Context: an optimization exercise on an open-source flow, tuned for small area. The choices shown serve that exercise and are no tape-out recipe. In this exercise RTL edits were held to simulation tests only and were not proved equivalent to the original. No activity file was given, so power comes from the tool's default toggle rates.

## design/flow/design.v

```verilog
module adhat_engine (
    input  wire        clk,
    input  wire        rst,           
    input  wire        req_valid,
    output wire        req_ready,
    input  wire [4:0]  req_op,
    input  wire        req_adc,
    input  wire        req_sel,
    input  wire [7:0]  req_a,
    input  wire [7:0]  req_b,
    input  wire [7:0]  req_c,
    input  wire [7:0]  req_d,
    input  wire [7:0]  req_e,
    input  wire [7:0]  req_len,
    output wire [7:0]  lst_idx,
    input  wire        lst_sel,
    input  wire [7:0]  lst_a,
    input  wire [7:0]  lst_b,
    output wire        tp_valid,
    output reg  [3:0]  tp_kind,
    output reg  [7:0]  tp_data,
    input  wire        tp_ack,
    input  wire        tp_fail,
    input  wire [7:0]  tp_rdata,
    input  wire        tp_rdy,
    output wire        rsp_valid,
    output wire        val_valid,
    output wire [3:0]  rsp_status,
    output wire [31:0] rsp_value,
    output wire [7:0]  rsp_info_a,
    output wire [7:0]  rsp_info_b,
    output wire [7:0]  rsp_index,
    input  wire [4:0]  mir_addr,
    output wire [7:0]  mir_data,
    output reg  [2:0]  cfg_gain1,
    output reg  [3:0]  cfg_rate1,
    output reg  [2:0]  cfg_filt1,
    output reg         cfg_imode1,
    output reg  [2:0]  cfg_gain2,
    output reg  [1:0]  cfg_rate2,
    output reg         cfg_imode2,
    output reg         alive
);
    localparam NREG = 27;
    localparam OP_WRITEREG  = 5'h01, OP_READREG = 5'h02, OP_SENDCMD  = 5'h03,
               OP_WRITEBLK  = 5'h04, OP_VERIFY  = 5'h05, OP_CONVERT  = 5'h06,
               OP_SCAN      = 5'h07, OP_RTD     = 5'h08, OP_SETGAIN  = 5'h09,
               OP_SETRATE   = 5'h0A, OP_SETFILT = 5'h0B, OP_SETMODE  = 5'h0C,
               OP_HWRESET   = 5'h0D, OP_RELEASE = 5'h0E;
    localparam ST_OK = 4'd0, ST_TRANSPORT = 4'd1, ST_TIMEOUT = 4'd2, ST_CHECKSUM = 4'd3,
               ST_INVCHAN = 4'd4, ST_INVCONF = 4'd5, ST_FRAMELEN = 4'd6,
               ST_INVREG = 4'd7, ST_RELEASED = 4'd8;
    localparam TK_CSA = 4'd0, TK_CSD = 4'd1, TK_TX = 4'd2, TK_RX = 4'd3,
               TK_RDY = 4'd4, TK_PULSE = 4'd5, TK_DELAY = 4'd6, TK_IDLE = 4'd7;
    localparam S_IDLE  = 4'd0,  S_CHECK = 4'd1,  S_CSA   = 4'd2,  S_CMD   = 4'd3,
               S_PAY   = 4'd4,  S_CSD   = 4'd5,  S_ABORT = 4'd6,  S_CALL  = 4'd7,
               S_NEXT  = 4'd8,  S_POLL  = 4'd9,  S_VLOOP = 4'd10, S_FCHK  = 4'd11,
               S_ERR   = 4'd12, S_RESP  = 4'd13, S_SLOAD = 4'd14, S_LOOP  = 4'd15;
    localparam P_MAIN  = 4'd0, P_EXMUX = 4'd1, P_EXMAG = 4'd2, P_MUX   = 4'd3,
               P_DLY   = 4'd4, P_START = 4'd5, P_POLL  = 4'd6, P_FRAME = 4'd7,
               P_RELMAG = 4'd8, P_RELMUX = 4'd9;
    reg [3:0] st;
    reg [3:0] step;
    reg [4:0] op;
    reg       adc;
    reg       sel;            
    reg [7:0] ra, rb, rc, rd;
    reg [7:0] rp;             
    reg [2:0] rx;             
    reg       ebad;           
    reg [7:0] idx;            
    reg [7:0] acc;            
    reg [3:0] code;
    wire [31:0] fr = {rd, rb, ra, rp};
    wire [10:0] pcnt = {rx, rp};
    reg [7:0] mir [0:NREG-1];
    assign mir_data  = (mir_addr < NREG) ? mir[mir_addr] : 8'h00;
    assign req_ready = (st == S_IDLE);
    assign lst_idx   = idx;
    function [7:0] reset_value;
        input [4:0] a;
        begin
            case (a)
                5'h01: reset_value = 8'h11;
                5'h02: reset_value = 8'h05;
                5'h04: reset_value = 8'h80;
                5'h05: reset_value = 8'h04;
                5'h06: reset_value = 8'h01;
                5'h0C: reset_value = 8'h40;
                5'h0D: reset_value = 8'hBB;
                5'h16: reset_value = 8'h01;
                5'h1A: reset_value = 8'h40;
                default: reset_value = 8'h00;
            endcase
        end
    endfunction
    function [7:0] crc8_byte;
        input [7:0] c_in;
        input [7:0] b;
        integer k;
        reg [7:0] c;
        begin
            c = c_in ^ b;
            for (k = 0; k < 8; k = k + 1)
                c = c[7] ? ((c << 1) ^ 8'h07) : (c << 1);
            crc8_byte = c;
        end
    endfunction
    reg [10:0] blast;
    always @(*) begin
        if (!adc) begin
            case (cfg_rate1)
                4'd0:  blast = 11'd2009;
                4'd1:  blast = 11'd1009;
                4'd2:  blast = 11'd509;
                4'd3:  blast = 11'd311;
                4'd4:  blast = 11'd259;
                4'd5:  blast = 11'd109;
                4'd6:  blast = 11'd93;
                4'd7:  blast = 11'd59;
                4'd8:  blast = 11'd22;
                4'd9:  blast = 11'd14;
                4'd10: blast = 11'd12;
                4'd11: blast = 11'd11;
                default: blast = 11'd10;
            endcase
        end else begin
            case (cfg_rate2)
                2'd0: blast = 11'd509;
                2'd1: blast = 11'd59;
                2'd2: blast = 11'd22;
                default: blast = 11'd16;
            endcase
        end
    end
    wire is_verify = (op == OP_VERIFY);
    wire is_scan   = (op == OP_SCAN);
    wire is_rtd    = (op == OP_RTD);
    wire [7:0] maxidx  = adc ? 8'd9 : 8'd10;
    wire       bad_p   = (ra > maxidx);
    wire       bad_n   = sel && (rb > maxidx);
    wire [1:0] chk_field = mir[2][1:0];
    wire       chk_unsup = (chk_field == 2'b00) || (chk_field == 2'b11);
    wire [7:0] mux_byte  = {ra[3:0], sel ? rb[3:0] : 4'hA};
    reg        gain_ok;
    reg [2:0]  gain_code;
    always @(*) begin
        gain_ok = 1'b1;
        gain_code = 3'd0;
        case (ra)
            8'd1:   gain_code = 3'd0;
            8'd2:   gain_code = 3'd1;
            8'd4:   gain_code = 3'd2;
            8'd8:   gain_code = 3'd3;
            8'd16:  gain_code = 3'd4;
            8'd32:  gain_code = 3'd5;
            8'd64:  gain_code = 3'd6;
            8'd128: begin gain_code = 3'd7; gain_ok = adc; end
            default: gain_ok = 1'b0;
        endcase
    end
    reg        rate2_ok;
    reg [1:0]  rate2_code;
    always @(*) begin
        rate2_ok = 1'b1;
        rate2_code = 2'd0;
        case (ra)
            8'd2:  rate2_code = 2'd0;
            8'd7:  rate2_code = 2'd1;
            8'd8:  rate2_code = 2'd2;
            8'd16: rate2_code = 2'd3;
            default: rate2_ok = 1'b0;
        endcase
    end
    reg [7:0] rtd_delay_ms;
    always @(*) begin
        case (rx)
            3'd0: rtd_delay_ms = 8'd0;
            3'd1: rtd_delay_ms = 8'd1;
            3'd2: rtd_delay_ms = 8'd2;
            3'd3: rtd_delay_ms = 8'd5;
            3'd4: rtd_delay_ms = 8'd10;
            3'd5: rtd_delay_ms = 8'd20;
            3'd6: rtd_delay_ms = 8'd50;
            default: rtd_delay_ms = 8'd100;
        endcase
    end
    wire is_ctrl_cmd = (ra == 8'h04) || (ra == 8'h06) || (ra == 8'h08) ||
                       (ra == 8'h0A) || (ra == 8'h0C) || (ra == 8'h0E);
    wire [8:0] blk_end = {1'b0, ra} + {1'b0, rb};
    reg [4:0] t_addr;         
    reg [7:0] t_wd;           
    reg       t_wreg;         
    reg [7:0] t_cmd;          
    reg       t_rd;           
    reg       t_none;         
    always @(*) begin
        t_addr = ra[4:0];
        t_wd   = rb;
        t_wreg = 1'b1;
        t_rd   = 1'b0;
        t_none = 1'b0;
        case (step)
            P_EXMUX:  begin t_addr = 5'h0D; t_wd = rc; end
            P_EXMAG:  begin t_addr = 5'h0E; t_wd = rd; end
            P_MUX:    begin t_addr = adc ? 5'h16 : 5'h06; t_wd = mux_byte; end
            P_RELMAG: begin t_addr = 5'h0E; t_wd = 8'h00; end
            P_RELMUX: begin t_addr = 5'h0D; t_wd = 8'hBB; end
            P_START:  begin t_wreg = 1'b0; t_none = 1'b1; end
            P_FRAME:  begin t_wreg = 1'b0; t_rd = 1'b1; end
            default: begin
                case (op)
                    OP_READREG:  begin t_wreg = 1'b0; t_rd = 1'b1; end
                    OP_SENDCMD:  begin t_wreg = 1'b0; t_none = 1'b1; end
                    OP_WRITEBLK: t_wd = lst_a;
                    OP_SETGAIN: begin
                        t_addr = adc ? 5'h15 : 5'h05;
                        t_wd   = adc ? {mir[21][7:3], gain_code} : {mir[5][7], gain_code, mir[5][3:0]};
                    end
                    OP_SETRATE: begin
                        t_addr = adc ? 5'h15 : 5'h05;
                        t_wd   = adc ? {rate2_code, mir[21][5:0]} : {mir[5][7:4], ra[3:0]};
                    end
                    OP_SETFILT: begin
                        t_addr = 5'h04;
                        t_wd   = {ra[2:0], mir[4][4:0]};
                    end
                    default: ;
                endcase
            end
        endcase
        case (step)
            P_START: t_cmd = adc ? 8'h0C : 8'h08;
            P_FRAME: t_cmd = adc ? 8'h14 : 8'h12;
            default: t_cmd = t_wreg ? {3'b010, t_addr} : (t_rd ? {3'b001, ra[4:0]} : ra);
        endcase
    end
    wire frame_ck  = adc ? (rx == 3'd3) : (rx == 3'd4);
    assign tp_valid = (st == S_CSA) || (st == S_CMD) || (st == S_PAY) || (st == S_CSD) ||
                      (st == S_ABORT) || (st == S_CALL) || (st == S_POLL);
    always @(*) begin
        tp_kind = TK_CSA;
        tp_data = 8'h00;
        case (st)
            S_CSA:   tp_kind = TK_CSA;
            S_CMD:   begin tp_kind = TK_TX; tp_data = t_cmd; end
            S_PAY:   begin tp_kind = t_rd ? TK_RX : TK_TX; tp_data = t_rd ? 8'h00 : t_wd; end
            S_CSD,
            S_ABORT: tp_kind = TK_CSD;
            S_CALL:  begin
                if (step == P_DLY) begin tp_kind = TK_DELAY; tp_data = rtd_delay_ms; end
                else tp_kind = (op == OP_HWRESET) ? TK_PULSE : TK_IDLE;
            end
            S_POLL:  tp_kind = TK_RDY;
            default: ;
        endcase
    end
    wire acked = tp_valid && tp_ack;
    wire       amode = is_verify ? ra[0] : chk_field[0];    
    wire [7:0] abyte = is_verify ? lst_a : tp_rdata;
    wire [7:0] anext = amode ? (acc + abyte) : crc8_byte(acc, abyte);
    wire resp   = (st == S_RESP);
    wire ok     = (code == ST_OK);
    assign rsp_valid  = resp;
    assign val_valid  = (st == S_FCHK) && is_scan && (acc == 8'h00);
    assign rsp_status = code;
    wire show_frame = ((op == OP_CONVERT) || is_rtd || (is_scan && !resp)) && ok;
    wire show_byte  = (op == OP_READREG) && ok;
    wire match      = (acc == rb);
    assign rsp_value[31:24] = show_frame ? (adc ? {8{fr[23]}} : fr[31:24]) : 8'h00;
    assign rsp_value[23:8]  = show_frame ? fr[23:8] : 16'h0000;
    assign rsp_value[7:1]   = (show_frame || show_byte) ? fr[7:1] : 7'd0;
    assign rsp_value[0]     = ((show_frame || show_byte) && fr[0]) || (is_verify && ok && match);
    assign rsp_info_a = (code == ST_INVREG)  ? ((ra >= NREG) ? ra : NREG) :
                        (code == ST_INVCHAN) ? (bad_p ? ra : rb) : 8'h00;
    assign rsp_info_b = (code == ST_INVREG)  ? NREG :
                        (code == ST_INVCHAN) ? maxidx : 8'h00;
    assign rsp_index  = (is_scan && !ok && code != ST_RELEASED) ? idx : 8'h00;
    integer i;
    task reload_state;
        begin
            for (i = 0; i < NREG; i = i + 1)
                mir[i] <= reset_value(i[4:0]);
            cfg_gain1  <= 3'd0;
            cfg_rate1  <= 4'd4;
            cfg_filt1  <= 3'd4;
            cfg_imode1 <= 1'b0;
            cfg_gain2  <= 3'd0;
            cfg_rate2  <= 2'd0;
            cfg_imode2 <= 1'b0;
        end
    endtask
    task go;
        input [3:0] nstep;
        begin
            step <= nstep;
            st   <= (nstep == P_DLY || (nstep == P_MAIN && (op == OP_HWRESET || op == OP_RELEASE))) ? S_CALL : S_CSA;
        end
    endtask
    task fail;
        input [3:0] c;
        begin
            if (code == ST_OK) code <= c;
            st <= S_ERR;
        end
    endtask
    task respond;
        input [3:0] c;
        begin
            code <= c;
            st   <= S_RESP;
        end
    endtask
    always @(posedge clk) begin
        if (rst) begin
            st    <= S_IDLE;
            alive <= 1'b1;
            reload_state;
        end else begin
            case (st)
                S_IDLE: begin
                    if (req_valid) begin
                        op   <= req_op;
                        adc  <= req_adc;
                        sel  <= req_sel || (req_op == OP_RTD);
                        ra   <= req_a;
                        rb   <= req_b;
                        rc   <= (req_op == OP_RTD) ? req_c : req_len;
                        rd   <= req_d;
                        rx   <= req_e[2:0];
                        ebad <= (req_e[7:3] != 5'd0);
                        idx  <= 8'd0;
                        code <= ST_OK;
                        step <= P_MAIN;
                        st   <= S_CHECK;
                    end
                end
                S_CHECK: begin
                    acc <= ra[0] ? 8'h9B : 8'h00;
                    if (!alive) begin
                        respond(ST_RELEASED);
                    end else begin
                        case (op)
                            OP_WRITEREG, OP_READREG: begin
                                if (ra >= NREG) respond(ST_INVREG);
                                else go(P_MAIN);
                            end
                            OP_SENDCMD: begin
                                if (!is_ctrl_cmd) respond(ST_INVCONF);
                                else go(P_MAIN);
                            end
                            OP_WRITEBLK: begin
                                if (rc != rb)
                                    respond(ST_FRAMELEN);
                                else if (rb == 8'd0)
                                    respond(ST_OK);
                                else if (blk_end > NREG)
                                    respond(ST_INVREG);
                                else
                                    st <= S_LOOP;
                            end
                            OP_VERIFY: begin
                                if (ra > 8'd1) respond(ST_INVCONF);
                                else st <= S_VLOOP;
                            end
                            OP_CONVERT, OP_RTD: begin
                                if (bad_p || bad_n)
                                    respond(ST_INVCHAN);
                                else if (chk_unsup || (is_rtd && ebad))
                                    respond(ST_INVCONF);
                                else
                                    go(is_rtd ? P_EXMUX : P_MUX);
                            end
                            OP_SCAN: st <= S_LOOP;
                            OP_SETGAIN: begin
                                if (!gain_ok) respond(ST_INVCONF);
                                else go(P_MAIN);
                            end
                            OP_SETRATE: begin
                                if (adc ? !rate2_ok : (ra > 8'd15)) respond(ST_INVCONF);
                                else go(P_MAIN);
                            end
                            OP_SETFILT: begin
                                if (adc || ra > 8'd4) respond(ST_INVCONF);
                                else go(P_MAIN);
                            end
                            OP_SETMODE: begin
                                if (ra > 8'd1)
                                    respond(ST_INVCONF);
                                else begin
                                    if (!adc) cfg_imode1 <= ra[0];
                                    else      cfg_imode2 <= ra[0];
                                    respond(ST_OK);
                                end
                            end
                            OP_HWRESET: go(P_MAIN);
                            OP_RELEASE: begin
                                alive <= 1'b0;
                                go(P_MAIN);
                            end
                            default: respond(ST_INVCONF);
                        endcase
                    end
                end
                S_CSA: if (acked) begin
                    if (tp_fail) fail(ST_TRANSPORT);
                    else st <= S_CMD;
                end
                S_CMD: if (acked) begin
                    if (tp_fail) st <= S_ABORT;
                    else begin
                        if (step == P_FRAME) begin
                            acc <= chk_field[0] ? 8'h9B : (adc ? 8'h6C : 8'h7E);
                            rx  <= 3'd0;
                        end
                        st  <= t_none ? S_CSD : S_PAY;
                    end
                end
                S_PAY: if (acked) begin
                    if (tp_fail) st <= S_ABORT;
                    else if (step == P_FRAME) begin
                        rx <= rx + 3'd1;
                        if (frame_ck) begin
                            acc <= acc ^ tp_rdata;
                            st  <= S_CSD;
                        end else begin
                            acc <= anext;
                            {rd, rb, ra, rp} <= {rb, ra, rp, tp_rdata};
                        end
                    end else begin
                        if (t_rd) rp <= tp_rdata;
                        st <= S_CSD;
                    end
                end
                S_CSD: if (acked) begin
                    if (tp_fail) fail(ST_TRANSPORT);
                    else begin
                        if (t_wreg) begin
                            mir[t_addr] <= t_wd;
                            if (op == OP_SETGAIN) begin
                                if (!adc) cfg_gain1 <= t_wd[6:4];
                                else      cfg_gain2 <= t_wd[2:0];
                            end
                            if (op == OP_SETRATE) begin
                                if (!adc) cfg_rate1 <= t_wd[3:0];
                                else      cfg_rate2 <= t_wd[7:6];
                            end
                            if (op == OP_SETFILT)
                                cfg_filt1 <= t_wd[7:5];
                        end
                        st <= S_NEXT;
                    end
                end
                S_ABORT: if (acked) fail(ST_TRANSPORT);
                S_CALL: if (acked) begin
                    if (tp_fail) fail(ST_TRANSPORT);
                    else st <= S_NEXT;
                end
                S_POLL: if (acked) begin
                    if (tp_fail) fail(ST_TRANSPORT);
                    else if (tp_rdy) go(P_FRAME);
                    else if (pcnt == blast) fail(ST_TIMEOUT);
                    else {rx, rp} <= pcnt + 11'd1;
                end
                S_NEXT: begin
                    case (step)
                        P_MAIN: begin
                            if ((op == OP_SENDCMD && ra == 8'h06) || op == OP_HWRESET)
                                reload_state;
                            if (op == OP_WRITEBLK) begin
                                ra[4:0] <= ra[4:0] + 5'd1;
                                idx <= idx + 8'd1;
                                st  <= S_LOOP;
                            end else
                                respond(ST_OK);
                        end
                        P_EXMUX: go(P_EXMAG);
                        P_EXMAG: go(P_MUX);
                        P_MUX:   go((is_rtd && rx != 3'd0) ? P_DLY : P_START);
                        P_DLY:   go(P_START);
                        P_START: begin
                            {rx, rp} <= 11'd0;
                            step <= P_POLL;
                            st   <= S_POLL;
                        end
                        P_FRAME: st <= S_FCHK;
                        P_RELMAG: go(P_RELMUX);
                        default: respond(code);
                    endcase
                end
                S_FCHK: begin
                    if (acc != 8'h00)
                        fail(ST_CHECKSUM);
                    else if (is_scan) begin
                        idx <= idx + 8'd1;
                        st  <= S_LOOP;
                    end else if (is_rtd)
                        go(P_RELMAG);
                    else
                        respond(ST_OK);
                end
                S_LOOP: begin
                    if (idx == rc)
                        respond(ST_OK);
                    else if (is_scan) begin
                        ra  <= lst_a;
                        rb  <= lst_b;
                        sel <= lst_sel;
                        st  <= S_SLOAD;
                    end else
                        go(P_MAIN);
                end
                S_SLOAD: begin
                    if (bad_p || bad_n)
                        respond(ST_INVCHAN);
                    else if (chk_unsup)
                        respond(ST_INVCONF);
                    else
                        go(P_MUX);
                end
                S_VLOOP: begin
                    if (idx == rc)
                        respond(ST_OK);
                    else begin
                        acc <= anext;
                        idx <= idx + 8'd1;
                    end
                end
                S_ERR: begin
                    if (is_rtd && step != P_RELMUX)
                        go((step == P_RELMAG) ? P_RELMUX : P_RELMAG);
                    else
                        st <= S_RESP;
                end
                S_RESP: st <= S_IDLE;
                default: st <= S_IDLE;
            endcase
        end
    end
endmodule
```

## design/flow/run.sh

```bash
#!/bin/bash
# synth_recipe.tcl (not shown) runs the flow's synth.tcl, then flattens the netlist and writes it again
# the make line also repeats each setting of config.mk as NAME=value (left out here)
make -C /OpenROAD-flow-scripts/flow DESIGN_CONFIG=/design/flow/config.mk WORK_HOME=/design/flow/orfs CLKGATE_MAP_FILE= SYNTH_SCRIPT=/design/flow/synth_recipe.tcl finish
```

## design/flow/config.mk

```make
export PLATFORM = sky130hd
export DESIGN_NAME = adhat_engine
export DESIGN_NICKNAME = adhat_engine
export VERILOG_FILES = /design/flow/design.v
export SDC_FILE = /design/flow/constraint.sdc
export NUM_CORES = 4
export LEC_CHECK = 0
export CAP_MARGIN = 20
export CORE_MARGIN = 2
export CORE_UTILIZATION = 40
export PLACE_DENSITY = 0.6
export SLEW_MARGIN = 20
```

## design/flow/constraint.sdc

```tcl
create_clock -name core_clock -period 10.0 [get_ports {clk}]
set_input_delay 2.0000 -clock core_clock [delete_from_list [all_inputs] [get_ports {clk}]]
set_output_delay 2.0000 -clock core_clock [all_outputs]
set_load 0.01 [all_outputs]
```

==> run notes, run 1 <==
Cell variety after synth=96; met2 usage=0.412; layout net count=2320; Setup TNS=0 ns; clk buf depth=3; full die area=0.0519 sq mm; met1 usage=0.421; crit path cell chain=buf_2 -> buf_4 -> mux4_2 -> mux4_2 -> nor2_1 -> a21oi_1 -> clkdlybuf4s50_1; Worst EP required=8.00 ns; startpoint class of the critical path=input pin; flop2flop setup slack=5.06 ns; initial antenna violation count=2; Antenna Nets Post-Route=0; #FFs+latches synth=324; grt peak-use layer=met1; final wirelength=75400 microns; Setup crit start=mir_addr[1]; die height=228 microns; Max-slew headroom=0.220; Ys Warns=1; Mapped Cells=2066; GRT Overall Usage=0.285; share of cells above drive strength 1=0.0917; Clk Latency, worst-skew pair=0.56 ns; post-CTS setup buffers=0; Initial Utilization=0.403; number of port buffers=195; worst clock skew=0.0176 ns; vias=17701; critical path capture point=mir_data[5]; TritonCTS clock tree=built; EDFF count, synth=275; drt initial violations=2407; ys flop type=edfxtp_1; P&R area growth vs syn=18.6%; Clock transition at path regs=0.06 ns; root buf cell=clkbuf_16; synthesized area=0.0200 sq mm; vias in the first global route=16665; GRT overflow=0; Worst-Margin Slew=1.17 ns; Via density=6.13; IO Count=201; Peak VDD IR=0.000138 V; Tmin final=6.92 ns; DP HPWL=55400 microns; largest net degree at the start of global routing=58; clock sinks=324; leak pwr=0.00869 uW; peak per-stage delay on the critical path=0.60 ns; R2R depth=8; worst r2r dst=mir[1][6]; Max Cap Viol=0; slowest stage cell, crit path=buf_2; origin of the critical flop-to-flop path=step[1]; Min-Delay Path Class=register to register; row cnt=82; PostCTS Resize Cnt=0; ys async rst share=0; routing usage on met3=0.0660; Avg WL per Cell=26.1 microns; sequential share of the synthesized area=0.461; drt pass-1 iters=6; Worst Path Arrival=4.92 ns; achievable frequency=145 MHz; cell area power density=236 mW/mm^2; Final Hold Vio Count=0; CORE AREA=0.0498 sq mm; Tcrit/Tclk final=0.692; Num CTS Buffers=37; Setup CP Type=input pin to output port; worst hold stages=2; CTS Hold Bufs=0; crit-path max FO=32; Final Core Density=0.477; endpoint class of the critical path=output port; Crit path top cell by count=mux4_2; outcome=finished clean; first-pass GRT wire length=111000 microns; Slew Viols, Final=0; synthesized area per cell=9.70 sq um; unrepaired setup endpoints after global routing=false; H-tree depth=2; Final GP Congestion=0.962; DRC violations left=0; Die W=228 microns; # setup viols final=0
## placed cells by master, fill, tap and decap left out, types with 9 or more instances in the layout
| cell | instances |
|---|---|
| nor2_1 | 388 |
| edfxtp_1 | 275 |
| nand2_1 | 217 |
| clkdlybuf4s50_1 | 193 |
| a21oi_1 | 115 |
| o21ai_0 | 86 |
| mux4_2 | 56 |
| dfxtp_1 | 49 |
| ha_1 | 42 |
| mux2i_1 | 41 |
| nor3_1 | 41 |
| xnor2_1 | 41 |
| xor2_1 | 40 |
| inv_1 | 39 |
| buf_4 | 39 |
| clkbuf_16 | 38 |
| nand2b_1 | 33 |
| nand3_1 | 31 |
| a22oi_1 | 27 |
| nor2b_1 | 26 |
| a211oi_1 | 21 |
| and2_1 | 21 |
| and3_1 | 20 |
| mux2_2 | 16 |
| o211ai_1 | 15 |
| clkbuf_1 | 15 |
| nor4_1 | 14 |
| o221ai_1 | 14 |
| nand4_1 | 14 |
| a21o_1 | 12 |
| a221o_1 | 12 |
| o21a_1 | 10 |
| o21ai_1 | 10 |
| nand3b_1 | 9 |
| o22ai_1 | 9 |
| a22o_1 | 9 |
## synthesized netlist by cell type (all sizes together), types with 15 or more instances
| cell | instances | area share |
|---|---|---|
| xor2 | 40 | 0.017 |
| o211ai | 16 | 0.0062 |
| nor4 | 16 | 0.0057 |
| nand3 | 31 | 0.0077 |
| ha | 42 | 0.026 |
| inv | 40 | 0.0075 |
| clkbuf | 107 | 0.020 |
| nor2 | 391 | 0.073 |
| nand2b | 33 | 0.010 |
| nor3 | 45 | 0.012 |
| and2 | 21 | 0.0066 |
| and3 | 20 | 0.0062 |
| edfxtp | 275 | 0.41 |
| mux4 | 56 | 0.063 |
| dfxtp | 49 | 0.049 |
| mux2 | 16 | 0.0090 |
| o221ai | 15 | 0.0069 |
| mux2i | 41 | 0.020 |
| buf | 52 | 0.013 |
| a211oi | 22 | 0.0085 |
| xnor2 | 41 | 0.018 |
| nand2 | 218 | 0.041 |
| a22oi | 28 | 0.011 |
| nor2b | 26 | 0.0081 |
| a21oi | 119 | 0.030 |
| o21ai | 96 | 0.024 |
## through the flow
stage / cell area (sq um) / power [uW] / setup WS [ns] / hold slack, ns / instances
CTS: 23700 / 5540 / 3.08 / 0.503 / 2885
finish: 23800 / 5590 / 3.08 / 0.495 / 2887
floorplan: 20100 / 3240 / 4.21 / 0.476 / 2070
detailed placement: 22500 / 4170 / 3.09 / 0.488 / 2817
global placement: 22500 / 4140 / 3.18 / 0.478 / 2817
global route: 23800 / 5830 / 2.96 / 0.529 / 2886
## layer usage
metal,share of wire,vias to the layer above
met4,0.030,0
li1,-,7786
met1,0.44,8654
met3,0.11,133
met2,0.42,1128
met5,0,-
## final cells by class
class / instances / area (sq um)
antenna: 1 / 2.50
timing repair buffer: 235 / 2240
clock buffer: 55 / 1030
inverter: 41 / 154
multi-input combinational: 1546 / 10100
clock inverter: 13 / 175
tap: 672 / 841
fill: 4602 / 26000
sequential: 324 / 9240
## flip-flops by register name, summed over array words and instances (netlist names), 5 cells and up, named ones only
name  count
mir     216
acc       8
idx       8
ra        8
rb        8
rc        8
rd        8
rp        8
op        5
## worst min path at each step
stage                    to         start  slack (ns)
2_1_floorplan  cfg_gain1[0]  cfg_gain1[0]        0.48
3_3_place_gp   cfg_gain1[0]  cfg_gain1[0]        0.48
3_5_place_dp   cfg_gain1[0]  cfg_gain1[0]        0.49
4_1_cts        cfg_gain1[1]  cfg_gain1[1]        0.50
5_1_grt        cfg_gain1[0]  cfg_gain1[0]        0.53
6_report       cfg_gain1[0]  cfg_gain1[0]        0.49
## critical path, delay by kind of cell
family	cells	cell delay (ns)
AO/OA/AOI/OAI	1	0.06
buffers and inverters	3	1.65
multiplexers	2	1.05
AND/OR/NAND/NOR	1	0.13
## report_power, final
group / switching [uW] / leakage [uW] / internal, uW / total [uW]
clock network: 570 / 0.000590 / 804 / 1370
registers: 298 / 0.00316 / 1640 / 1940
logic: 1520 / 0.00494 / 764 / 2280
## cell families (layout without fill, tap and decap cells)
group           count (synthesis)  count (layout)  synth area share
other cells                     1               6          0.000187
buf+inv                       200             344            0.0411
xor+xnor                       81              81            0.0354
mux                           113             113            0.0924
flops                         324             324             0.461
compound gates                434             434             0.145
simple gates                  869             869             0.197
fa+ha+maj                      44              44            0.0282
==> run 2: changes to the inputs <==
--- a/design/flow/design.v
+++ b/design/flow/design.v
@@ -76,3 +76,10 @@
     reg [7:0] mir [0:NREG-1];
-    assign mir_data  = (mir_addr < NREG) ? mir[mir_addr] : 8'h00;
+    reg [7:0] mir_rd;
+    integer ri;
+    always @(*) begin
+        mir_rd = 8'h00;
+        for (ri = 0; ri < NREG; ri = ri + 1)
+            mir_rd = mir_rd | (mir[ri] & {8{mir_addr == ri}});
+    end
+    assign mir_data  = mir_rd;
     assign req_ready = (st == S_IDLE);
@@ -278,2 +285,16 @@
     assign rsp_index  = (is_scan && !ok && code != ST_RELEASED) ? idx : 8'h00;
+    wire mir_we  = (st == S_CSD) && acked && !tp_fail && t_wreg;
+    wire reload  = rst || ((st == S_NEXT) && (step == P_MAIN) &&
+                           ((op == OP_SENDCMD && ra == 8'h06) || op == OP_HWRESET));
+    wire [7:0] wd_lo = t_wd & {8{!reload}};     
+    wire [7:0] wd_hi = t_wd | {8{reload}};      
+    genvar gi;
+    generate
+        for (gi = 0; gi < NREG; gi = gi + 1) begin : g_mir
+            localparam [7:0] RV = reset_value(gi);
+            always @(posedge clk)
+                if (reload || (mir_we && t_addr == gi))
+                    mir[gi] <= (wd_hi & RV) | (wd_lo & ~RV);
+        end
+    endgenerate
     integer i;
@@ -281,4 +302,2 @@
         begin
-            for (i = 0; i < NREG; i = i + 1)
-                mir[i] <= reset_value(i[4:0]);
             cfg_gain1  <= 3'd0;
@@ -438,3 +457,2 @@
                         if (t_wreg) begin
-                            mir[t_addr] <= t_wd;
                             if (op == OP_SETGAIN) begin
--- a/design/flow/config.mk
+++ b/design/flow/config.mk
@@ -7,2 +7,3 @@
 export LEC_CHECK = 0
+export ABC_AREA = 1
 export CAP_MARGIN = 20
@@ -10,2 +11,3 @@
 export CORE_UTILIZATION = 40
+export CTS_BUF_LIST = sky130_fd_sc_hd__clkbuf_4
 export PLACE_DENSITY = 0.6
==> run 2 against run 1 <==
Effect of this change:
- synthesized cell count grew 5.0%
- first-iteration DRC count fell by 7.5%
- sequential share of layout area grew 2.5 points
- global-route usage rose by 6.0 points
- routed wire length increased by 11%
- die area down 6.3%
- cell count up 8.2%
- still clean
==> run notes, run 2 <==
outcome=finished clean; top-count cell post-synth=nand2_1; Mapped Cells=2170 (+5.0%); main area contributors after synthesis=edfxtp_1, nand2_1, nor2_1; number of port buffers=195 (unchanged); Fillers=4553 (-1.1%); Cell variety after synth=69 (-28%); worst clock skew=0.0756 ns (+0.0580 ns); final wirelength=83900 microns (+11%); Max Cap Viol=0 (unchanged); row cnt=79 (-3.7%); Num CTS Buffers=87 (+140%); #FFs+latches synth=324 (unchanged); post-CTS setup buffers=0 (unchanged); Max-slew headroom=0.203 (-0.0171); sequential share of the synthesized area=0.501 (+0.0400); Setup TNS=0 ns (unchanged); synthesized area per cell=8.64 sq um (-11%); H-tree depth=3 (+1); achievable frequency=140 MHz (-3.5%); Worst Path Arrival=5.16 ns (+0.24 ns); unrepaired setup endpoints after global routing=false; Slew Viols, Final=0 (unchanged); most common cell after layout, fill and taps aside=nand2_1; Min-Delay Path Class=register to register; internal power=3370 uW (+4.9%); layout net count=2581 (+11%); Clock transition at path regs=0.06 ns (about the same); Ys Warns=2 (+1); Commonest cells post-synth=nand2_1, edfxtp_1, nor2_1; DP HPWL=64900 microns (+17%); DRC violations left=0 (unchanged); DP Area=0.0216 sq mm (-4.3%); CORE AREA=0.0465 sq mm (-6.6%); CTS Hold Bufs=0 (unchanged); cell area power density=263 mW/mm^2 (+12%); slowest stage cell, crit path=clkdlybuf4s50_1; peak per-stage delay on the critical path=0.73 ns (+0.13 ns); Clk Latency, worst-skew pair=0.87 ns (+0.31 ns); full die area=0.0486 sq mm (-6.3%); ys async rst share=0 (unchanged); Worst-Margin Slew=1.19 ns (+0.0210 ns); root buf cell=clkbuf_4; initial antenna violation count=4 (+2); Biggest register=mir; most frequent cells in the layout=nand2_1, edfxtp_1, nor2_1, inv_1, clkdlybuf4s50_1; largest net degree at the start of global routing=43 (-26%); leak pwr=0.00936 uW (+7.8%); Via density=5.84 (-4.8%); IO Count=201 (unchanged); Avg WL per Cell=26.9 microns (+2.8%); top cell type's share of synthesized area=0.466 (+0.0537); endpoint class of the critical path=output port; Setup CP Type=input pin to output port; post-layout instance area=0.0227 sq mm (-4.5%); Final Hold Vio Count=0 (unchanged); Worst EP required=8.00 ns (about the same); GRT Overall Usage=0.345 (+0.0603); max reg flops=216 (unchanged); Sw Pwr=2600 uW (+8.9%); Initial Utilization=0.404 (+0.00108); synthesized area=0.0188 sq mm (-6.4%); share of cells above drive strength 1=0.114 (+0.0218); dominant cell type by area after synthesis=edfxtp_1; Final GP Congestion=0.989 (+2.7%); vias=18231 (+3.0%); clock sinks=324 (unchanged); PostCTS Resize Cnt=0 (unchanged); clk buf depth=3 (unchanged); crit path cell chain=clkdlybuf4s50_1 -> inv_1 -> nand3_1 -> nor2_1 -> a221oi_1 -> nand3_1 -> or3_1 -> clkdlybuf4s50_1; crit-path max FO=11 (-66%); EDFF count, synth=291 (+5.8%); Seq pwr share=0.396 (+0.049); GRT overflow=0 (unchanged); Die W=221 microns (-3.2%); # setup viols final=0 (unchanged); drt initial violations=2227 (-7.5%); TritonCTS clock tree=built; P&R area growth vs syn=21.0%; startpoint class of the critical path=input pin; ys flop type=edfxtp_1; die height=221 microns (-3.2%); Tcrit/Tclk final=0.716 (+0.0247); vias in the first global route=17283 (+3.7%); sw frac=0.435 (+0.00923); drt pass-1 iters=9 (+3); Gate power share=0.398 (-0.009); Antenna Nets Post-Route=0 (unchanged); first-pass GRT wire length=118000 microns (+6.7%); Peak VDD IR=0.000124 V (-11%); Tmin final=7.16 ns (+0.247 ns); clock share of power=0.206 (-0.040)
run 2: cell families after synthesis:
| group | share of synthesized area |
|---|---|
| buffers and inverters | 0.0612 |
| and+or+nand+nor | 0.245 |
| adders and majority gates | 0.0295 |
| other | 0.000200 |
| AOI/OAI and AO/OA | 0.137 |
| muxes | 0.00480 |
| DFF | 0.501 |
| xor gates and xnor gates | 0.0212 |
run 2: worst max-delay path, delay by kind of cell:
kind                   cells  cell delay (ns)
buffers and inverters      3             1.52
AOI/OAI and AO/OA          1             0.68
and+or+nand+nor            4             0.97
run 2: layout make-up:
cell class | count | area [sq um] | area share
Clock inverter | 27 | 178 | 0.00783
Inverter | 244 | 921 | 0.0406
Antenna cell | 5 | 12.5 | 0.000551
Timing Repair Buffer | 229 | 2210 | 0.0972
Tap cell | 607 | 759 | 0.0335
Sequential cell | 324 | 9400 | 0.414
Clock buffer | 126 | 946 | 0.0417
Multi-Input combinational cell | 1561 | 8270 | 0.365
run 2: routing by layer:
| layer | up-vias | part of all wire | wire length [microns] | global-route usage |
|---|---|---|---|---|
| met2 | 1176 | 0.41 | 34800 | 0.486 |
| met5 | - | 0 | 0 | 0 |
| li1 | 8128 | - | - | - |
| met3 | 163 | 0.13 | 10500 | 0.129 |
| met1 | 8764 | 0.43 | 36100 | 0.489 |
| met4 | 0 | 0.030 | 2550 | 0.109 |
run 2: worst paths after layout:
path / cells after the start / from / to / slack, ns
hold / removal: 2 / cfg_imode2 / cfg_imode2 / 0.52
setup reg to reg: 11 / step[2] / mir[16][0] / 5.45
hold reg to reg: 2 / cfg_imode2 / cfg_imode2 / 0.52
setup / recovery: 8 / mir_addr[4] / mir_data[6] / 2.84
run 2: per-stage QoR:
stage | power, uW | cells | hold WS [ns] | setup WS (ns) | util
floorplan | 3530 | 2174 | 0.483 | 4.71 | -
global placement | 4660 | 2965 | 0.502 | 2.90 | 0.464
detailed placement | 4650 | 2965 | 0.504 | 2.92 | 0.464
CTS | 5890 | 3118 | 0.516 | 2.92 | 0.488
global route | 6230 | 3122 | 0.533 | 2.67 | 0.489
finish | 5970 | 3123 | 0.519 | 2.84 | 0.489
run 2: power groups by stage:
stage / registers, uW / clock network [uW] / logic (uW)
final: 2360 / 1230 / 2380
after global routing: 2380 / 1310 / 2530
after global placement: 2380 / 0 / 2270
after CTS: 2350 / 1250 / 2300
after detailed placement: 2370 / 0 / 2290
after floorplan: 2220 / 0 / 1310
==> run 3: changes to the inputs <==
--- a/design/flow/design.v
+++ b/design/flow/design.v
@@ -115,29 +115,18 @@
     endfunction
-    reg [10:0] blast;
-    always @(*) begin
-        if (!adc) begin
-            case (cfg_rate1)
-                4'd0:  blast = 11'd2009;
-                4'd1:  blast = 11'd1009;
-                4'd2:  blast = 11'd509;
-                4'd3:  blast = 11'd311;
-                4'd4:  blast = 11'd259;
-                4'd5:  blast = 11'd109;
-                4'd6:  blast = 11'd93;
-                4'd7:  blast = 11'd59;
-                4'd8:  blast = 11'd22;
-                4'd9:  blast = 11'd14;
-                4'd10: blast = 11'd12;
-                4'd11: blast = 11'd11;
-                default: blast = 11'd10;
-            endcase
-        end else begin
-            case (cfg_rate2)
-                2'd0: blast = 11'd509;
-                2'd1: blast = 11'd59;
-                2'd2: blast = 11'd22;
-                default: blast = 11'd16;
-            endcase
-        end
-    end
+    wire [10:0] blast1 = (cfg_rate1 == 4'd0)  ? 11'd2009 :
+                         (cfg_rate1 == 4'd1)  ? 11'd1009 :
+                         (cfg_rate1 == 4'd2)  ? 11'd509  :
+                         (cfg_rate1 == 4'd3)  ? 11'd311  :
+                         (cfg_rate1 == 4'd4)  ? 11'd259  :
+                         (cfg_rate1 == 4'd5)  ? 11'd109  :
+                         (cfg_rate1 == 4'd6)  ? 11'd93   :
+                         (cfg_rate1 == 4'd7)  ? 11'd59   :
+                         (cfg_rate1 == 4'd8)  ? 11'd22   :
+                         (cfg_rate1 == 4'd9)  ? 11'd14   :
+                         (cfg_rate1 == 4'd10) ? 11'd12   :
+                         (cfg_rate1 == 4'd11) ? 11'd11   : 11'd10;
+    wire [10:0] blast2 = (cfg_rate2 == 2'd0) ? 11'd509 :
+                         (cfg_rate2 == 2'd1) ? 11'd59  :
+                         (cfg_rate2 == 2'd2) ? 11'd22  : 11'd16;
+    wire [10:0] blast  = adc ? blast2 : blast1;
     wire is_verify = (op == OP_VERIFY);
@@ -151,45 +140,19 @@
     wire [7:0] mux_byte  = {ra[3:0], sel ? rb[3:0] : 4'hA};
-    reg        gain_ok;
-    reg [2:0]  gain_code;
-    always @(*) begin
-        gain_ok = 1'b1;
-        gain_code = 3'd0;
-        case (ra)
-            8'd1:   gain_code = 3'd0;
-            8'd2:   gain_code = 3'd1;
-            8'd4:   gain_code = 3'd2;
-            8'd8:   gain_code = 3'd3;
-            8'd16:  gain_code = 3'd4;
-            8'd32:  gain_code = 3'd5;
-            8'd64:  gain_code = 3'd6;
-            8'd128: begin gain_code = 3'd7; gain_ok = adc; end
-            default: gain_ok = 1'b0;
-        endcase
-    end
-    reg        rate2_ok;
-    reg [1:0]  rate2_code;
-    always @(*) begin
-        rate2_ok = 1'b1;
-        rate2_code = 2'd0;
-        case (ra)
-            8'd2:  rate2_code = 2'd0;
-            8'd7:  rate2_code = 2'd1;
-            8'd8:  rate2_code = 2'd2;
-            8'd16: rate2_code = 2'd3;
-            default: rate2_ok = 1'b0;
-        endcase
-    end
-    reg [7:0] rtd_delay_ms;
-    always @(*) begin
-        case (rx)
-            3'd0: rtd_delay_ms = 8'd0;
-            3'd1: rtd_delay_ms = 8'd1;
-            3'd2: rtd_delay_ms = 8'd2;
-            3'd3: rtd_delay_ms = 8'd5;
-            3'd4: rtd_delay_ms = 8'd10;
-            3'd5: rtd_delay_ms = 8'd20;
-            3'd6: rtd_delay_ms = 8'd50;
-            default: rtd_delay_ms = 8'd100;
-        endcase
-    end
+    wire       ra_hi0    = (ra[7:4] == 4'd0);
+    wire       ra_lo0    = (ra[3:0] == 4'd0);
+    wire       ra_p2lo   = (ra[3:0] == 4'd1) || (ra[3:0] == 4'd2) || (ra[3:0] == 4'd4) || (ra[3:0] == 4'd8);
+    wire       ra_p2hi   = (ra[7:4] == 4'd1) || (ra[7:4] == 4'd2) || (ra[7:4] == 4'd4) || (ra[7:4] == 4'd8);
+    wire       gain_ok   = ((ra_hi0 && ra_p2lo) || (ra_lo0 && ra_p2hi)) && (adc || !ra[7]);
+    wire [2:0] gain_code = {ra[7] | ra[6] | ra[5] | ra[4],
+                            ra[7] | ra[6] | ra[3] | ra[2],
+                            ra[7] | ra[5] | ra[3] | ra[1]};
+    wire       rate2_ok   = (ra == 8'd2) || (ra == 8'd7) || (ra == 8'd8) || (ra == 8'd16);
+    wire [1:0] rate2_code = {ra[3] | ra[4], ra[0] | ra[4]};
+    wire [7:0] rtd_delay_ms = (rx == 3'd0) ? 8'd0  :
+                              (rx == 3'd1) ? 8'd1  :
+                              (rx == 3'd2) ? 8'd2  :
+                              (rx == 3'd3) ? 8'd5  :
+                              (rx == 3'd4) ? 8'd10 :
+                              (rx == 3'd5) ? 8'd20 :
+                              (rx == 3'd6) ? 8'd50 : 8'd100;
     wire is_ctrl_cmd = (ra == 8'h04) || (ra == 8'h06) || (ra == 8'h08) ||
==> design/flow/flow/run.sh (new file) <==
#!/bin/bash
# The standard layout (the standard.sh, unchanged synthesis and steps), except that the
# port buffers are made of the smallest buffer cell instead of the resizer's default choice.
set -euo pipefail
bash standard.sh "BUFFER_PORTS_ARGS=-buffer_cell sky130_fd_sc_hd__buf_1" finish > standard_flow.log 2>&1
==> design/flow/standard.sh (new file) <==
#!/bin/bash
# synth_recipe.tcl (not shown) runs the flow's synth.tcl, then flattens the netlist and writes it again
# the make line also repeats each setting of config.mk as NAME=value (left out here)
make -C /OpenROAD-flow-scripts/flow DESIGN_CONFIG=/design/flow/config.mk WORK_HOME=/design/flow/orfs CLKGATE_MAP_FILE= SYNTH_SCRIPT=/design/flow/synth_recipe.tcl "${@:-finish}"
removed: design/flow/run.sh
==> run 3 against run 2 <==
Effect of this change:
- still clean on timing, DRC and antenna
- critical path depth grew 2
- first-iteration DRC count shrank 2.1%
- sequential power grew 5%
- sequential cell count shrank 11
- clock skew shrank 0.0097 ns
- non-clock buffer count shrank 12
- power grew 3.5%
- core utilization shrank 2.5 points
- global-route usage shrank 0.52 points
- worst hold slack lost 0.050 ns
- largest cell class unchanged
==> run notes, run 3 <==
crit-path max FO=11 (unchanged); Power, Total=6180 uW (+3.5%); hold path start=cfg_imode1; most frequent cells in the layout=nand2_1, edfxtp_1, nor2_1, inv_1, buf_1; Antenna Nets Post-Route=0 (unchanged); drt pass-1 iters=8 (-1); GRT Overall Usage=0.340 (-0.00517); EDFF count, synth=291 (unchanged); Cell variety after synth=61 (-12%); Num CTS Buffers=87 (unchanged); synthesized area=0.0184 sq mm (-2.0%); IO Count=201 (unchanged); leak pwr=0.00872 uW (-6.9%); GRT overflow=0 (unchanged); Worst EP required=8.00 ns (about the same); origin of the critical flop-to-flop path=op[1]; Avg WL per Cell=26.4 microns (-1.7%); achievable frequency=159 MHz (+14%); top cell type's share of synthesized area=0.476 (+0.00974); Tmin final=6.28 ns (-0.881 ns); H-tree depth=3 (unchanged); Final GP Congestion=1.02 (+2.8%); vias=18077 (-0.84%); share of cells above drive strength 1=0.0974 (-0.0161); DP Area=0.0198 sq mm (-8.1%); outcome=finished clean; number of port buffers=195 (unchanged); Initial Utilization=0.405 (+0.00111); full die area=0.0477 sq mm (-2.0%); DP HPWL=63900 microns (-1.5%); clock sinks=313 (-3.4%); flop2flop setup slack=5.87 ns (+0.42 ns); Mapped Cells=2163 (-0.32%); worst clock skew=0.0660 ns (-0.00967 ns); # setup viols final=0 (unchanged); root buf cell=clkbuf_4; ys async rst share=0 (unchanged); cell area power density=294 mW/mm^2 (+12%); Min-Delay Path Class=register to register; sequential share of the synthesized area=0.500 (-0.00151); Tcrit/Tclk final=0.628 (-0.0881); Setup CP Type=input pin to output port; unrepaired setup endpoints after global routing=false; Via density=5.83 (about the same); main area contributors after synthesis=edfxtp_1, nand2_1, nor2_1; worst hold stages=2 (unchanged); Clk Latency, worst-skew pair=0.84 ns (-0.03 ns); synthesized area per cell=8.49 sq um (-1.7%); Final Hold Vio Count=0 (unchanged); P&R area growth vs syn=14.5%; Commonest cells post-synth=nand2_1, edfxtp_1, nor2_1; post-CTS setup buffers=0 (unchanged); Worst Path Arrival=4.28 ns (-0.88 ns); most common cell after layout, fill and taps aside=nand2_1; Slew Viols, Final=0 (unchanged); ys flop type=edfxtp_1; endpoint class of the critical path=output port; dominant cell type by area after synthesis=edfxtp_1; Worst Hold Path EP=cfg_imode1; largest net degree at the start of global routing=42 (-2.3%); first-pass GRT wire length=116000 microns (-2.2%); post-layout instance area=0.0210 sq mm (-7.3%); final wirelength=81800 microns (-2.4%); Max-slew headroom=0.204 (+0.00134); Max Cap Viol=0 (unchanged); max reg flops=216 (unchanged); PostCTS Resize Cnt=0 (unchanged); TritonCTS clock tree=built; Biggest register=mir; row cnt=78 (-1.3%); Setup TNS=0 ns (unchanged); drt initial violations=2180 (-2.1%); Final Core Density=0.463 (-0.0252); R2R depth=14 (+3); vias in the first global route=16740 (-3.1%); worst r2r dst=acc[7]; DRC violations left=0 (unchanged); CORE AREA=0.0454 sq mm (-2.3%); clk buf depth=3 (unchanged); Peak VDD IR=0.000128 V (+3.5%); top-count cell post-synth=nand2_1; layout net count=2555 (-1.0%); Die W=218 microns (-1.0%); initial antenna violation count=2 (-2); #FFs+latches synth=313 (-3.4%); Worst-Margin Slew=1.16 ns (-0.0250 ns); Clock transition at path regs=0.06 ns (about the same); Ys Warns=2 (unchanged); die height=218 microns (-1.0%); CTS Hold Bufs=0 (unchanged); startpoint class of the critical path=input pin
[run 3: area by class of cell]
| class | instances | area, sq um |
|---|---|---|
| Fill cell | 4556 | 24400 |
| Sequential cell | 313 | 9180 |
| Multi-Input combinational cell | 1541 | 8000 |
| Inverter | 264 | 991 |
| Clock buffer | 126 | 946 |
| Timing Repair Buffer | 217 | 897 |
| Tap cell | 600 | 751 |
| Clock inverter | 35 | 255 |
| Antenna cell | 3 | 7.51 |
[run 3: cells by family after synthesis]
kind of cell             Yosys count  share of synthesized area
AND/OR/NAND/NOR                 1051                      0.244
AO/OA/AOI/OAI                    396                      0.136
flip-flops                       313                      0.500
buffers and inverters            313                     0.0669
XOR/XNOR                          41                     0.0203
adder cells (fa/ha/maj)           40                     0.0281
multiplexers                       8                    0.00490
other                              1                   0.000204
[run 3: per-layer routing]
metal / routed length (microns) / share of wire / vias to the layer above / global-route usage
li1: - / - / 8057 / -
met1: 33400 / 0.41 / 8646 / 0.462
met2: 36300 / 0.44 / 1173 / 0.524
met3: 8680 / 0.11 / 201 / 0.0825
met4: 3450 / 0.042 / 0 / 0.130
met5: 0 / 0 / - / 0
[run 3: how the worst max path moves through the flow]
| stage | startpoint | slack, ns | to | cells past startpoint |
|---|---|---|---|---|
| after floorplan | mir_addr[4] | 4.74 | mir_data[6] | 10 |
| after global placement | mir_addr[2] | 3.81 | mir_data[2] | 10 |
| after detailed placement | mir_addr[2] | 3.74 | mir_data[4] | 10 |
| after CTS | mir_addr[2] | 3.74 | mir_data[4] | 10 |
| after global routing | mir_addr[2] | 3.53 | mir_data[4] | 10 |
| final | mir_addr[2] | 3.72 | mir_data[4] | 10 |
[run 3: critical path: stages]
cell and delay, ns:
buf_1 0.14, inv_1 0.05, nor2_1 0.54, inv_1 0.17
nor2_1 0.56, a22oi_1 0.21, o2111ai_1 0.17, a211oi_1 0.09
nand4_1 0.15, buf_1 0.18
[run 3: power breakdown]
group          internal [uW]  switching [uW]
clock network            687             585
logic                    637            1800
registers               2050             418
[run 3: metrics by stage]
step	instances	setup WS [ns]	hold WS, ns
6_report	3099	3.72	0.469
5_1_grt	3099	3.53	0.490
4_1_cts	3096	3.74	0.470
3_5_place_dp	2935	3.74	0.461
3_3_place_gp	2934	3.81	0.452
2_1_floorplan	2167	4.74	0.483
==> run 4: changes to the inputs <==
==> design/flow/flow/run.sh (replaced) <==
#!/bin/bash
# The standard layout (the standard.sh: unchanged synthesis and steps), with two changes:
#  - the port buffers are made of the smallest buffer cell instead of the resizer's default;
#  - clock tree synthesis clusters up to 30 sinks per clkbuf_16 and adds no dummy loads.
set -euo pipefail
bash standard.sh \
  "BUFFER_PORTS_ARGS=-buffer_cell sky130_fd_sc_hd__buf_1" \
  "CTS_ARGS=-sink_clustering_enable -repair_clock_nets -dont_use_dummy_load -buf_list sky130_fd_sc_hd__clkbuf_16 -sink_clustering_size 30 -sink_clustering_max_diameter 100" \
  finish > standard_flow.log 2>&1
==> run 4 against run 3 <==
Effect of this change:
- critical path type unchanged
- still clean
- combinational power about the same
- clock skew decreased by 0.018 ns
- final area is 3.7% lower
- power down 8.8%
- global-route usage decreased by 0.74 points
- critical path depth is the same
- non-clock buffer count is the same
- sequential cell count is the same
- clock-buffer cell count shrank 109
- synthesized cell count is the same
- sequential power is essentially flat
- core utilization decreased by 1.7 points
==> run notes, run 4 <==
row cnt=78 (unchanged); Setup TNS=0 ns (unchanged); Post-Layout Cell Count=2952 (-4.7%); Simple-Gate Fraction of Synth Area=0.244 (unchanged); Fillers=4546 (-0.22%); Slew Viols, Final=0 (unchanged); Tcrit/Tclk final=0.630 (+0.00193); P&R area growth vs syn=10.2%; most common cell after layout, fill and taps aside=nand2_1; synthesized area=0.0184 sq mm (unchanged); DP HPWL=63900 microns (unchanged); diode count=0 (-3); GRT overflow=0 (unchanged); sw frac=0.469 (+0.0153); Clk Latency, worst-skew pair=0.55 ns (-0.29 ns); top cell type's share of synthesized area=0.476 (unchanged); die height=218 microns (unchanged); ys flop type=edfxtp_1; crit path cell chain=buf_1 -> inv_1 -> nor2_1 -> inv_1 -> nor2_1 -> a22oi_1 -> o2111ai_1 -> a211oi_1 -> nand4_1 -> buf_1; Biggest register=mir; first-pass GRT wire length=114000 microns (-1.7%); Max Cap Viol=0 (unchanged); achievable frequency=159 MHz (-0.31%); H-tree depth=1 (-2); vias=17562 (-2.8%); Compound-Gate Fraction of Synth Area=0.136 (unchanged); vias in the first global route=16050 (-4.1%); slowest stage cell, crit path=nor2_1; post-synthesis mux area share=0.00490 (unchanged); most frequent cells in the layout=nand2_1, edfxtp_1, nor2_1, inv_1, buf_1; full die area=0.0477 sq mm (unchanged); Worst EP required=8.00 ns (about the same); GRT Overall Usage=0.333 (-0.00743); Tmin final=6.30 ns (+0.0193 ns); largest family of logic cells by synthesized area=simple AND/OR/NAND/NOR gates; R2R depth=14 (unchanged); peak per-stage delay on the critical path=0.58 ns (+0.02 ns); crit-path max FO=11 (unchanged); PostCTS Resize Cnt=0 (unchanged); Cell variety after synth=61 (unchanged); Worst-Margin Slew=1.14 ns (-0.0276 ns); Min-Delay Path Class=register to register; Inst Count DP=2935 (unchanged); EDFF count, synth=291 (unchanged); Peak VDD IR=0.000172 V (+35%); Final Hold Vio Count=0 (unchanged); DRC violations left=0 (unchanged); ys async rst share=0 (unchanged); Final GP Congestion=1.02 (unchanged); Initial Utilization=0.405 (unchanged); CORE AREA=0.0454 sq mm (unchanged); Worst Path Arrival=4.30 ns (+0.02 ns); top-count cell post-synth=nand2_1; leak pwr=0.00823 uW (-5.7%); TritonCTS clock tree=built; dominant cell type by area after synthesis=edfxtp_1; worst hold stages=2 (unchanged); Antenna Nets Post-Route=0 (unchanged); cell area power density=278 mW/mm^2 (-5.3%); Num CTS Buffers=17 (-80%); initial antenna violation count=0 (-2); Setup CP Type=input pin to output port; internal power=2990 uW (-11%); Via density=5.95 (+2.0%); largest net degree at the start of global routing=42 (unchanged); Seq pwr share=0.438 (+0.038); clock sinks=313 (unchanged); max reg flops=216 (unchanged); CTS Hold Bufs=0 (unchanged); outcome=finished clean; Mapped Cells=2163 (unchanged); IO Count=201 (unchanged); startpoint class of the critical path=input pin; # setup viols final=0 (unchanged); Sw Pwr=2640 uW (-5.8%); unrepaired setup endpoints after global routing=false; layout net count=2485 (-2.7%); clk buf depth=3 (unchanged); share of cells above drive strength 1=0.0510 (-0.0463); XOR/XNOR share of the synthesized area=0.0203 (unchanged); clock share of power=0.130 (-0.076); drt initial violations=2068 (-5.1%); final wirelength=80700 microns (-1.4%); root buf cell=clkbuf_16; Clock transition at path regs=0.10 ns (+0.04 ns); Ys Warns=2 (unchanged); main area contributors after synthesis=edfxtp_1, nand2_1, nor2_1; Die W=218 microns (unchanged); Max-slew headroom=0.240 (+0.0357); #FFs+latches synth=313 (unchanged); endpoint class of the critical path=output port; Avg WL per Cell=27.3 microns (+3.5%); post-CTS setup buffers=0 (unchanged); adder-cell share of the synthesized area=0.0281 (unchanged); Commonest cells post-synth=nand2_1, edfxtp_1, nor2_1; number of port buffers=195 (unchanged); sequential share of the synthesized area=0.500 (unchanged); worst clock skew=0.0477 ns (-0.0182 ns); drt pass-1 iters=9 (+1); synthesized area per cell=8.49 sq um (unchanged); Gate power share=0.432 (+0.038)
## run 4: cell counts after synthesis
Identical to the previous run, type by type.
## run 4: metrics by stage
stage	instance area [sq um]	total power, uW	setup WS (ns)	utilization	hold WS [ns]
detailed placement	19800	4840	3.74	0.437	0.461
global route	20200	5880	3.53	0.446	0.496
CTS	20200	5560	3.74	0.446	0.476
floorplan	18400	3750	4.74	-	0.483
finish	20200	5630	3.70	0.446	0.475
global placement	19800	4830	3.81	0.436	0.452
## run 4: power groups by stage
stage | logic, uW | registers (uW) | clock network (uW)
2_1_floorplan | 1500 | 2240 | 0
3_3_place_gp | 2340 | 2490 | 0
3_5_place_dp | 2370 | 2470 | 0
4_1_cts | 2380 | 2440 | 737
5_1_grt | 2630 | 2480 | 773
6_report | 2430 | 2470 | 731
## run 4: layer usage
layer | up-vias | wire length, microns | global-route usage
met5 | - | 0 | 0
met4 | 0 | 2890 | 0.0989
met3 | 145 | 8190 | 0.0646
met2 | 1056 | 36400 | 0.524
met1 | 8538 | 33200 | 0.464
li1 | 7823 | - | -
## run 4: cell families (layout without fill, tap and decap cells)
logic type | Yosys count | in the layout
and+or+nand+nor | 1051 | 1051
AOI/OAI and AO/OA | 396 | 396
DFF | 313 | 313
buffers and inverters | 313 | 498
xor gates and xnor gates | 41 | 41
adders and majority gates | 40 | 40
muxes | 8 | 8
other | 1 | 5
## run 4: critical path, delay by kind of cell
family,cells,cell delay [ns]
AND/OR/NAND/NOR,3,1.27
AO/OA/AOI/OAI,3,0.48
buffers and inverters,4,0.55
## run 4: final timing paths
check	start	slack [ns]	endpoint
worst max-delay path	mir_addr[2]	3.70	mir_data[4]
worst max register to register	op[1]	5.78	acc[7]
worst min register to register	cfg_imode1	0.48	cfg_imode1
worst min-delay path	cfg_imode1	0.48	cfg_imode1
## run 4: final cells by class
cell class / count / area, sq um / area share
sequential: 313 / 9180 / 0.453
timing repair buffer: 217 / 897 / 0.0443
tap: 600 / 751 / 0.0371
inverter: 264 / 991 / 0.0489
multi-input combinational: 1541 / 8000 / 0.395
clock buffer: 17 / 425 / 0.0210
==> run 5: changes to the inputs <==
--- a/design/flow/design.v
+++ b/design/flow/design.v
@@ -115,17 +115,17 @@
     endfunction
-    wire [10:0] blast1 = (cfg_rate1 == 4'd0)  ? 11'd2009 :
-                         (cfg_rate1 == 4'd1)  ? 11'd1009 :
-                         (cfg_rate1 == 4'd2)  ? 11'd509  :
-                         (cfg_rate1 == 4'd3)  ? 11'd311  :
-                         (cfg_rate1 == 4'd4)  ? 11'd259  :
-                         (cfg_rate1 == 4'd5)  ? 11'd109  :
-                         (cfg_rate1 == 4'd6)  ? 11'd93   :
-                         (cfg_rate1 == 4'd7)  ? 11'd59   :
-                         (cfg_rate1 == 4'd8)  ? 11'd22   :
-                         (cfg_rate1 == 4'd9)  ? 11'd14   :
-                         (cfg_rate1 == 4'd10) ? 11'd12   :
-                         (cfg_rate1 == 4'd11) ? 11'd11   : 11'd10;
-    wire [10:0] blast2 = (cfg_rate2 == 2'd0) ? 11'd509 :
-                         (cfg_rate2 == 2'd1) ? 11'd59  :
-                         (cfg_rate2 == 2'd2) ? 11'd22  : 11'd16;
+    wire [10:0] blast1 = (cfg_rate1 == 4'd0)  ? 11'd1713 :
+                         (cfg_rate1 == 4'd1)  ? 11'd273 :
+                         (cfg_rate1 == 4'd2)  ? 11'd405  :
+                         (cfg_rate1 == 4'd3)  ? 11'd456  :
+                         (cfg_rate1 == 4'd4)  ? 11'd348  :
+                         (cfg_rate1 == 4'd5)  ? 11'd201  :
+                         (cfg_rate1 == 4'd6)  ? 11'd1048   :
+                         (cfg_rate1 == 4'd7)  ? 11'd2001   :
+                         (cfg_rate1 == 4'd8)  ? 11'd2032   :
+                         (cfg_rate1 == 4'd9)  ? 11'd2023   :
+                         (cfg_rate1 == 4'd10) ? 11'd2041   :
+                         (cfg_rate1 == 4'd11) ? 11'd2044   : 11'd1022;
+    wire [10:0] blast2 = (cfg_rate2 == 2'd0) ? 11'd405 :
+                         (cfg_rate2 == 2'd1) ? 11'd2001  :
+                         (cfg_rate2 == 2'd2) ? 11'd2032  : 11'd1951;
     wire [10:0] blast  = adc ? blast2 : blast1;
@@ -421,11 +421,11 @@
                             if (op == OP_SETGAIN) begin
-                                if (!adc) cfg_gain1 <= t_wd[6:4];
-                                else      cfg_gain2 <= t_wd[2:0];
+                                if (!adc) cfg_gain1 <= gain_code;
+                                else      cfg_gain2 <= gain_code;
                             end
                             if (op == OP_SETRATE) begin
-                                if (!adc) cfg_rate1 <= t_wd[3:0];
-                                else      cfg_rate2 <= t_wd[7:6];
+                                if (!adc) cfg_rate1 <= ra[3:0];
+                                else      cfg_rate2 <= rate2_code;
                             end
                             if (op == OP_SETFILT)
-                                cfg_filt1 <= t_wd[7:5];
+                                cfg_filt1 <= ra[2:0];
                         end
@@ -443,3 +443,3 @@
                     else if (pcnt == blast) fail(ST_TIMEOUT);
-                    else {rx, rp} <= pcnt + 11'd1;
+                    else {rx, rp} <= {pcnt[9:0], ~(pcnt[10] ^ pcnt[8])};
                 end
--- a/design/flow/config.mk
+++ b/design/flow/config.mk
@@ -7,3 +7,2 @@
 export LEC_CHECK = 0
-export ABC_AREA = 1
 export CAP_MARGIN = 20
@@ -11,3 +10,2 @@
 export CORE_UTILIZATION = 40
-export CTS_BUF_LIST = sky130_fd_sc_hd__clkbuf_4
 export PLACE_DENSITY = 0.6
==> run 5 against run 4 <==
Effect of this change:
- routed wire length decreased by 2.4%
- largest cell class unchanged
- critical path depth down 3
- setup slack worse by 0.034 ns
- final area shrank 0.57%
- maximum frequency decreased by 0.54%
- still clean on timing, DRC and antenna
- non-clock buffer count rose by 41
- global-route usage down 0.47 points
- via count down 6.1%
- clock skew up 0.023 ns
- combinational power is 9.9% lower
==> run notes, run 5 <==
sw frac=0.442 (-0.0265); leak pwr=0.00703 uW (-15%); Tmin final=6.34 ns (+0.0341 ns); Initial Utilization=0.402 (-0.00262); outcome=finished clean; TritonCTS clock tree=built; DR WL met3=8070 microns (-1.5%); top cell type's share of synthesized area=0.482 (+0.00620); Cell variety after synth=98 (+61%); GRT overflow=0 (unchanged); top-count cell post-synth=edfxtp_1; Ys Warns=2 (unchanged); total area of sequential cells=0.00918 sq mm (unchanged); WP depth=7 (-3); layout net count=2078 (-16%); Multi-input gate area=0.00843 sq mm (+5.4%); CTS Hold Bufs=0 (unchanged); Num CTS Buffers=17 (unchanged); largest net degree at the start of global routing=51 (+21%); cell area power density=261 mW/mm^2 (-6.2%); Commonest cells post-synth=edfxtp_1, nor2_1, nand2_1; Worst Path Arrival=4.34 ns (+0.04 ns); IO Count=201 (unchanged); Final GP Congestion=1.04 (+1.8%); GRT Overall Usage=0.328 (-0.00473); Peak VDD IR=0.000177 V (+2.5%); peak per-stage delay on the critical path=0.82 ns (+0.24 ns); most common cell after layout, fill and taps aside=edfxtp_1; drt pass-1 iters=6 (-3); Crit path top cell by count=buf_1; Slew Viols, Final=0 (unchanged); #FFs+latches synth=313 (unchanged); Worst EP required=8.00 ns (about the same); internal power=2930 uW (-2.1%); crit path cell chain=buf_1 -> or3b_2 -> nor2_1 -> a221oi_1 -> nand4_1 -> or2_2 -> buf_1; die height=217 microns (-0.63%); worst hold stages=2 (unchanged); synthesized area per cell=10.3 sq um (+21%); sequential share of the synthesized area=0.506 (+0.00651); flop2flop setup slack=5.50 ns (-0.28 ns); Worst-Margin Slew=1.25 ns (+0.109 ns); Sw Pwr=2320 uW (-12%); Final Core Density=0.446 (about the same); row cnt=78 (unchanged); P&R area growth vs syn=11.0%; unrepaired setup endpoints after global routing=false; share of cells above drive strength 1=0.0761 (+0.0251); Final Hold Vio Count=0 (unchanged); Post-Layout Cell Count=2546 (-14%); worst clock skew=0.0708 ns (+0.0231 ns); R2R depth=9 (-5); DRC violations left=0 (unchanged); CORE AREA=0.0451 sq mm (-0.65%); Mapped Cells=1762 (-19%); achievable frequency=158 MHz (-0.54%); Max Cap Viol=0 (unchanged); number of port buffers=195 (unchanged); crit-path max FO=8 (-3); post-CTS setup buffers=0 (unchanged); clock share of power=0.137 (+0.007); final wirelength=78800 microns (-2.4%); vias in the first global route=15159 (-5.6%); Max-slew headroom=0.162 (-0.0777); ys async rst share=0 (unchanged); clk buf depth=3 (unchanged); # setup viols final=0 (unchanged); main area contributors after synthesis=edfxtp_1, nor2_1, nand2_1; endpoint class of the critical path=output port; dominant cell type by area after synthesis=edfxtp_1; Gate power share=0.417 (-0.015); DP HPWL=60200 microns (-5.8%); drt initial violations=2321 (+12%); Clock transition at path regs=0.09 ns (about the same); Via density=6.48 (+8.8%); Tcrit/Tclk final=0.634 (+0.00341); Avg WL per Cell=30.9 microns (+13%); ys flop type=edfxtp_1; PostCTS Resize Cnt=0 (unchanged); clock sinks=313 (unchanged); Inst Count DP=2526 (-14%); Fillers=4371 (-3.8%); EDFF count, synth=291 (unchanged); initial antenna violation count=0 (unchanged); Clk Latency, worst-skew pair=0.56 ns (about the same); vias=16487 (-6.1%); Setup CP Type=input pin to output port; first-pass GRT wire length=111000 microns (-2.3%); root buf cell=clkbuf_16; Biggest register=mir; most frequent cells in the layout=edfxtp_1, nor2_1, buf_1, nand2_1; Hold WS=0.482 ns (+0.00714 ns); startpoint class of the critical path=input pin; Setup TNS=0 ns (unchanged); Die W=217 microns (-0.63%); top cell family by delay on the critical path=simple AND/OR/NAND/NOR gates; WP buf/inv=2 (-2); H-tree depth=1 (unchanged); full die area=0.0471 sq mm (-1.3%); slowest stage cell, crit path=nor2_1; max reg flops=216 (unchanged); Min-Delay Path Class=register to register; Met1 Wirelength=33200 microns (about the same); WL met2=34900 microns (-4.2%); Antenna Nets Post-Route=0 (unchanged); synthesized area=0.0181 sq mm (-1.3%); highest metal used=met4; Seq pwr share=0.446 (+0.008)
run 5: cell families (layout without fill, tap and decap cells):
logic type      after synthesis  count (layout)  synth area share
buf+inv                     132             311            0.0315
compound gates              508             508             0.199
simple gates                652             652             0.174
mux                          40              40            0.0235
fa+ha+maj                    41              41            0.0290
flops                       313             313             0.506
xor+xnor                     75              75            0.0362
other cells                   1               6          0.000207
run 5: final timing paths:
kind            endpoint        start
min reg2reg   cfg_imode1   cfg_imode1
min           cfg_imode1   cfg_imode1
max          mir_data[4]  mir_addr[3]
max reg2reg   mir[16][4]        op[2]
run 5: power by group through the flow:
stage | registers, uW | clock network [uW] | logic [uW]
2_1_floorplan | 2100 | 0 | 1420
4_1_cts | 2330 | 726 | 2130
3_5_place_dp | 2350 | 0 | 2120
5_1_grt | 2360 | 769 | 2330
3_3_place_gp | 2370 | 0 | 2100
6_report | 2340 | 718 | 2190
run 5: worst reg2reg max path: stages (launching register included):
cell,delay [ns]
edfxtp_1,0.76
or3b_1,0.48
nor2_1,0.27
buf_4,0.24
nor3_1,0.79
a21oi_1,0.15
o21ai_0,0.24
nand2_1,0.22
nor2_1,0.84
buf_4,0.34
run 5: stage by stage:
stage          setup slack (ns)  total power, uW  cell area, sq um
5_1_grt                    3.54             5460             20100
2_1_floorplan              4.72             3520             18200
3_5_place_dp               3.75             4470             19700
6_report                   3.66             5250             20100
4_1_cts                    3.74             5180             20100
3_3_place_gp               3.84             4470             19700
run 5: routing by layer:
layer	vias to the layer above	global-route usage
li1	7065	-
met4	0	0.0927
met2	1110	0.504
met3	147	0.0542
met1	8165	0.477
met5	-	0
run 5: final cells by class:
type / count / share of cell area
Antenna cell: 1 / 0.000124
Multi-Input combinational cell: 1321 / 0.419
Sequential cell: 313 / 0.456
Inverter: 36 / 0.00671
Tap cell: 600 / 0.0373
Clock buffer: 17 / 0.0211
Timing Repair Buffer: 258 / 0.0599

-- static timing again, ports no longer ideal --
No port has a modelled driver above. Below, the same layouts with a new extraction and two added sets of constraints.
Step 1 assumes that a clkbuf_16 drives the clock port and a buf_2 every other input.
Step 2 adds t to the input delays and takes it off the output delays; t is the mean of the earliest and latest rising clock arrival at the registers after step 1. Input paths then give back, and output paths get back, about the clock's delay inside the block.
a / b / c = ideal / step 1 / step 2; a / b = the first two.
run | shift t [ns] | setup WS [ns] | latest minus earliest clock arrival (ns) | worst data-port slew with drivers (ns)
run 1 | 0.614 | 3.084 / 3.062 / 3.062 | 0.020 / 0.020 | 0.05
run 2 | 0.886 | 2.837 / 2.810 / 2.810 | 0.076 / 0.076 | 0.08
run 3 | 0.865 | 3.718 / 3.695 / 3.695 | 0.068 / 0.068 | 0.05
run 4 | 0.590 | 3.698 / 3.676 / 3.676 | 0.048 / 0.048 | 0.05
run 5 | 0.579 | 3.664 / 3.633 / 3.633 | 0.071 / 0.072 | 0.05
After both steps setup and hold are still met in every run listed. The setup slack of run 5, which loses most, moves by -0.031 ns with the drivers and by -0.031 ns with both steps.
